Background: an optimization exercise with open tools, aiming at small area, a short achievable clock period and few clock cycles per item. Do not read the settings as production practice.
Function was checked by simulation only, so behaviour that the tests miss may differ from the original.
Power and IR drop assume default switching activity.

==> exp/fjord: inputs <==
## hacodec
module hacodec (
    input  wire       clk,
    input  wire       rst,
    input  wire       in_valid,
    output wire       in_ready,
    input  wire [7:0] in_data,
    input  wire       in_last,
    output wire       out_valid,
    input  wire       out_ready,
    output wire [7:0] out_data,
    output wire       out_last
);
export LEC_CHECK = 0
export CAP_MARGIN = 20
export CORE_MARGIN = 2
export CORE_UTILIZATION = 40
export SLEW_MARGIN = 20
create_clock -name core_clock -period 10.0 [get_ports {clk}]
run.sh (not shown) runs the stock make flow with config.mk's settings and CLKGATE_MAP_FILE= SYNTH_SCRIPT=/design/flow/synth_recipe.tcl, a recipe that flattens the netlist after the stock synthesis.
==> inputs of exp/sierra, as changes to exp/fjord <==
--- a/flow/design.v
+++ b/flow/design.v
@@ -33,34 +33,41 @@
         reg [7:0] a2;
         reg       ge;
         begin
             a2 = {a[6:0], q[7]};
             ge = (a2 >= 8'd100);
             dstep = {ge ? a2 - 8'd100 : a2, q[6:0], ge};
         end
     endfunction
-    reg [7:0] F [0:9];                 
+    reg [79:0] Fv;                     
     reg [3:0] flen;
     reg       fbin;                    
     reg       fatal;
     reg [2:0] err;
-    reg [7:0] S [0:9];                 
+    reg [79:0] Sv;                     
     reg       tx;                      
     reg       ov, ol;
     reg [7:0] od;
     reg [1:0] hp;                      
     reg [3:0] wp;                      
     reg [7:0] rem;                     
     reg [7:0] op;
     reg       bad, oe, eq39;
     reg [3:0] nlen;
     reg       nfb;
     reg       cpend;
     reg [2:0] dc;                      
+    wire [7:0] F [0:9];
+    wire [7:0] S [0:9];
+    genvar g;
+    generate for (g = 0; g < 10; g = g + 1) begin : bytes
+        assign F[g] = Fv[8*g +: 8];
+        assign S[g] = Sv[8*g +: 8];
+    end endgenerate
     assign in_ready  = ~tx;
     assign out_valid = ov;
     assign out_data  = od;
     assign out_last  = ol;
     wire o_bcddec = (op == 8'h00);
     wire o_bcdenc = (op == 8'h01);
     wire o_adrenc = (op == 8'h10);
     wire o_adrdec = (op == 8'h11);
@@ -159,52 +166,55 @@
         if (o_tsenc | o_tsdec)                         rl_n = 8'd6;
         rl_1 = 8'd0;
         if (i_fparse | i_fread) rl_1 = {4'd0, flen} + 8'd1;
         if (i_tsget)            rl_1 = 8'd6;
         if (i_v16get | i_status) rl_1 = 8'd2;
     end
     wire [7:0] rl = res_ok ? (first ? rl_1 : rl_n) : 8'd0;
     wire [3:0] bp0 = first ? ((i_fparse | i_fread) ? 4'd15 : (i_tsget | i_v16get) ? 4'd1 : 4'd0) : 4'd0;
-    wire [7:0]  py   = first ? (fbin ? F[2] : F[1]) : S[0];
-    wire [7:0]  pyd  = (first & fbin) ? py : bdec(py);
-    wire [15:0] pval = {8'd0, pyd} * 16'd100;
-    reg        r_get;                  
-    reg        r_fr;                   
-    always @(*) begin
-        r_get = (op == 8'h45) | (op == 8'h47);
-        r_fr  = (op == 8'h32) | (op == 8'h33);
-    end
-    wire [3:0] sidx = (o_tsenc | o_v16enc) & (wp[3:1] == 3'd0) ? {3'd0, ~wp[0]} : wp;
-    wire [3:0] fidx = (fbin & (wp == 4'd1 | wp == 4'd2)) ? {2'd0, wp[1:0] ^ 2'b11} : wp;
-    wire [7:0] xs = S[sidx];
-    wire [7:0] xf = F[fidx];
-    wire [7:0] xr = r_get ? (fbin ? F[1] : F[2]) : S[1];
-    wire [7:0] xrd = (r_get & fbin) ? xr : bdec(xr);
-    wire [15:0] rv = {S[8], S[9]} + {8'd0, xrd};
+    wire r_get = (op == 8'h45) | (op == 8'h47);
+    wire r_fr  = (op == 8'h32) | (op == 8'h33);
+    wire r_fop = r_get | r_fr;
+    reg  [3:0] sidx, fidx;
+    always @(*) begin
+        sidx = wp;
+        if (~tx)                               sidx = 4'd0;
+        else if ((o_dec2 | o_tsenc | o_v16enc) & (wp[3:1] == 3'd0))
+            sidx = o_dec2 ? 4'd1 : {3'd0, ~wp[0]};
+        fidx = wp;
+        if (~tx)                               fidx = fbin ? 4'd2 : 4'd1;
+        else if (r_get & (wp == 4'd1 | wp == 4'd2)) fidx = fbin ? 4'd1 : 4'd2;
+        else if (r_fr & wp == 4'd15)           fidx = 4'd0;
+        else if (fbin & (wp == 4'd1 | wp == 4'd2)) fidx = {2'd0, wp[1:0] ^ 2'b11};
+    end
+    wire        xsel_f = tx ? r_fop : first;
+    wire [7:0]  X   = xsel_f ? F[fidx] : S[sidx];
+    wire [7:0]  dX  = (xsel_f & fbin) ? X : bdec(X);
+    wire [7:0]  eX  = benc(X);
+    wire [15:0] pval = {8'd0, dX} * 16'd100;
+    wire [15:0] rv  = {S[8], S[9]} + {8'd0, dX};
+    wire        rhi = r_get ? (wp == 4'd1) : (wp == 4'd0);
+    wire [7:0]  rb  = rhi ? rv[15:8] : rv[7:0];
     reg [7:0] nb;                      
     always @(*) begin
         nb = 8'h00;
         case (op)
-            8'h00: nb = bdec(xs);
-            8'h01, 8'h40, 8'h42: nb = benc(xs);
+            8'h00: nb = dX;
+            8'h01, 8'h40, 8'h42: nb = eX;
             8'h10: nb = {S[0][3:0], S[1][3:0]};
             8'h11: nb = (wp == 4'd0) ? {4'd0, S[0][7:4]} : {4'd0, S[0][3:0]};
             8'h20: nb = {S[0][0], S[1][0], S[2][5:0]};
             8'h21: nb = (wp == 4'd0) ? {7'd0, S[0][7]} : (wp == 4'd1) ? {7'd0, S[0][6]} :
                         {2'd0, S[0][5:0]};
-            8'h41: nb = (wp == 4'd0) ? rv[15:8] : (wp == 4'd1) ? rv[7:0] : bdec(xs);
-            8'h43: nb = (wp == 4'd0) ? rv[15:8] : rv[7:0];
-            8'h45: nb = (wp == 4'd1) ? rv[15:8] : (wp == 4'd2) ? rv[7:0] :
-                        (fbin ? xf : bdec(xf));
-            8'h47: nb = (wp == 4'd1) ? rv[15:8] : rv[7:0];
-            8'h33: nb = (wp == 4'd15) ? {4'd0, flen} :
-                        (fbin & wp != 4'd0) ? benc(xf) : xf;
-            8'h32: nb = (wp == 4'd15) ? F[0] : (wp == 4'd0) ? {4'd0, flen - 4'd1} :
-                        fbin ? benc(xf) : xf;
+            8'h41: nb = (wp[3:1] == 3'd0) ? rb : dX;
+            8'h43, 8'h47: nb = rb;
+            8'h45: nb = (wp < 4'd3) ? rb : dX;
+            8'h33: nb = (wp == 4'd15) ? {4'd0, flen} : (fbin & wp != 4'd0) ? eX : X;
+            8'h32: nb = (wp == 4'd0) ? {4'd0, flen - 4'd1} : (fbin & wp != 4'd15) ? eX : X;
             8'hF0: nb = (wp == 4'd0) ? {fatal, 4'd0, err} : 8'h0A;
             default: nb = 8'h00;
         endcase
     end
     wire        dh  = o_put;
     wire [7:0]  da  = dh ? S[1] : S[0];
     wire [7:0]  dq  = dh ? S[2] : S[1];
     wire [15:0] d1  = dstep(da, dq);
@@ -212,38 +222,39 @@
     wire acc  = in_valid & ~tx;
     wire last = acc & in_last;
     wire xfer = ov & out_ready;
     wire dgo  = acc & ~first & o_enc16 & (wp == (dh ? 4'd2 : 4'd1));
     wire dact = (dc != 3'd0);
     wire [2:0] dc_n = first & acc ? 3'd0 : dgo ? 3'd4 : dact ? dc - 3'd1 : 3'd0;
     integer k;
     always @(posedge clk) begin
-        if (acc & ~first & ~hdr & (wp < 4'd10))
-            S[wp] <= in_data;
+        for (k = 0; k < 10; k = k + 1)
+            if (acc & ~first & ~hdr & (wp == k))
+                Sv[8*k +: 8] <= in_data;
         if (dact) begin
-            if (dh) begin S[1] <= d2[15:8]; S[2] <= d2[7:0]; end
-            else    begin S[0] <= d2[15:8]; S[1] <= d2[7:0]; end
+            if (dh) begin Sv[15:8] <= d2[15:8]; Sv[23:16] <= d2[7:0]; end
+            else    begin Sv[7:0]  <= d2[15:8]; Sv[15:8]  <= d2[7:0]; end
         end
         if (~tx & (first | (o_dec2 & wp == 4'd1)))
-            {S[8], S[9]} <= pval;
+            {Sv[71:64], Sv[79:72]} <= pval;
         if (rst) begin
             tx    <= 1'b0;
             ov    <= 1'b0;
             hp    <= 2'd0;
             dc    <= 3'd0;
             cpend <= 1'b0;
             flen  <= 4'd0;
             fbin  <= 1'b0;
             fatal <= 1'b0;
             err   <= 3'd0;
         end else begin
             dc <= dc_n;
             if (cpend & ~dact) begin
-                for (k = 0; k < 10; k = k + 1) F[k] <= S[k];
+                Fv <= Sv;
                 flen  <= nlen;
                 fbin  <= nfb;
                 cpend <= 1'b0;
             end
             if (acc) begin
                 eq39 <= (in_data == 8'd39);
                 if (first) begin
                     op  <= in_data;
==> results.txt <==
exp/sierra ran to the end with no violations. exp/fjord went through all stages and came out clean. Against exp/fjord, the critical path depth of exp/sierra is lower by 1. Between exp/fjord and exp/sierra, the lower setup slack is in exp/sierra (gap 1.7 ns). Against exp/sierra, the area after synthesis of exp/fjord is higher by about 24%. Between exp/fjord and exp/sierra, the lower cell count is in exp/sierra (gap 21%, measured against exp/sierra). Between exp/sierra and exp/fjord, the lower sequential power is in exp/sierra (gap about 10%, measured against exp/fjord). Synthesized cell count: exp/sierra is smaller than exp/fjord (15%). Via count: exp/sierra is smaller than exp/fjord (16%). Against exp/fjord, the register-to-register slack of exp/sierra is worse by 1.7 ns. Against exp/fjord, the non-clock buffer count of exp/sierra is lower by 4. Between exp/sierra and exp/fjord, the lower final area is in exp/sierra (gap about 20%, measured against exp/fjord).
==> figures <==
item	exp/sierra	exp/fjord
Run status	complete, no violations	complete, no violations
Share of synthesized area occupied by flip-flops and latches	0.419	0.427
Routed length on met1	24.2 mm	27.6 mm
Largest fanout on the critical path	17	55
Required time of the critical path	10.29 ns	10.33 ns
Most frequent cell on the critical path	sky130_fd_sc_hd__ha_1	sky130_fd_sc_hd__inv_1
Area added between synthesis and finish	10.8%	10.8%
Post-synthesis cell type count	101	97
Fraction of layout cells with a size suffix above 1	0.0845	0.0901
Portion of the clock cycle consumed by the worst path in the final layout	0.892	0.721
Synth Area in Compound Gates	0.237	0.197
Number of cells on the critical path	27	28
Max incr delay on CP	0.78 ns	0.52 ns
Largest net degree at the start of global routing	81	66
Post-route clock skew	0.0301 ns	0.0158 ns
Starting density of the core	0.407	0.405
Number of storage elements in the synthesis netlist	214	262
Length of the first detailed-routing pass in iterations	6	8
Met2 wire length	25.8 mm	29.4 mm
Reg-to-Reg Start	wp[0]$_DFFE_PN_	wp[1]$_DFFE_PN_
Number of antenna violations at the first check in global routing	2	3
Testbench counts of exp/fjord, summed over its fixed seeds: cycles 246,222, requests 32,000.
Testbench counts of exp/sierra, summed over its fixed seeds: cycles 246,222, requests 32,000.

## static timing again, ports no longer ideal
How much do the figures lean on ideal ports? The routed layouts below were timed once more, with nothing changed but the port constraints.
Step 1 sets driving cells, clkbuf_16 on the clock port and buf_2 on the other inputs (assumed; they add their load-dependent delay and slew).
Step 2 adds t to the input delays and takes it off the output delays; t is the mean of the earliest and latest rising clock arrival at the registers after step 1. Input paths then give back, and output paths get back, about the clock's delay inside the block.
a / b / c = ideal / step 1 / step 2; a / b = the first two.
| run | t, ns | setup slack, ns | hold WS [ns] | clock arrival spread, ns | worst slew at a driven data input, ns |
|---|---|---|---|---|---|
| exp/fjord | 0.631 | 2.789 / 2.789 / 2.789 | 0.446 / 0.446 / 0.446 | 0.017 / 0.017 | 0.04 |
| exp/sierra | 0.626 | 1.082 / 1.082 / 1.082 | 0.448 / 0.448 / 0.448 | 0.030 / 0.030 | 0.03 |
After both steps setup and hold are still met in every run listed.
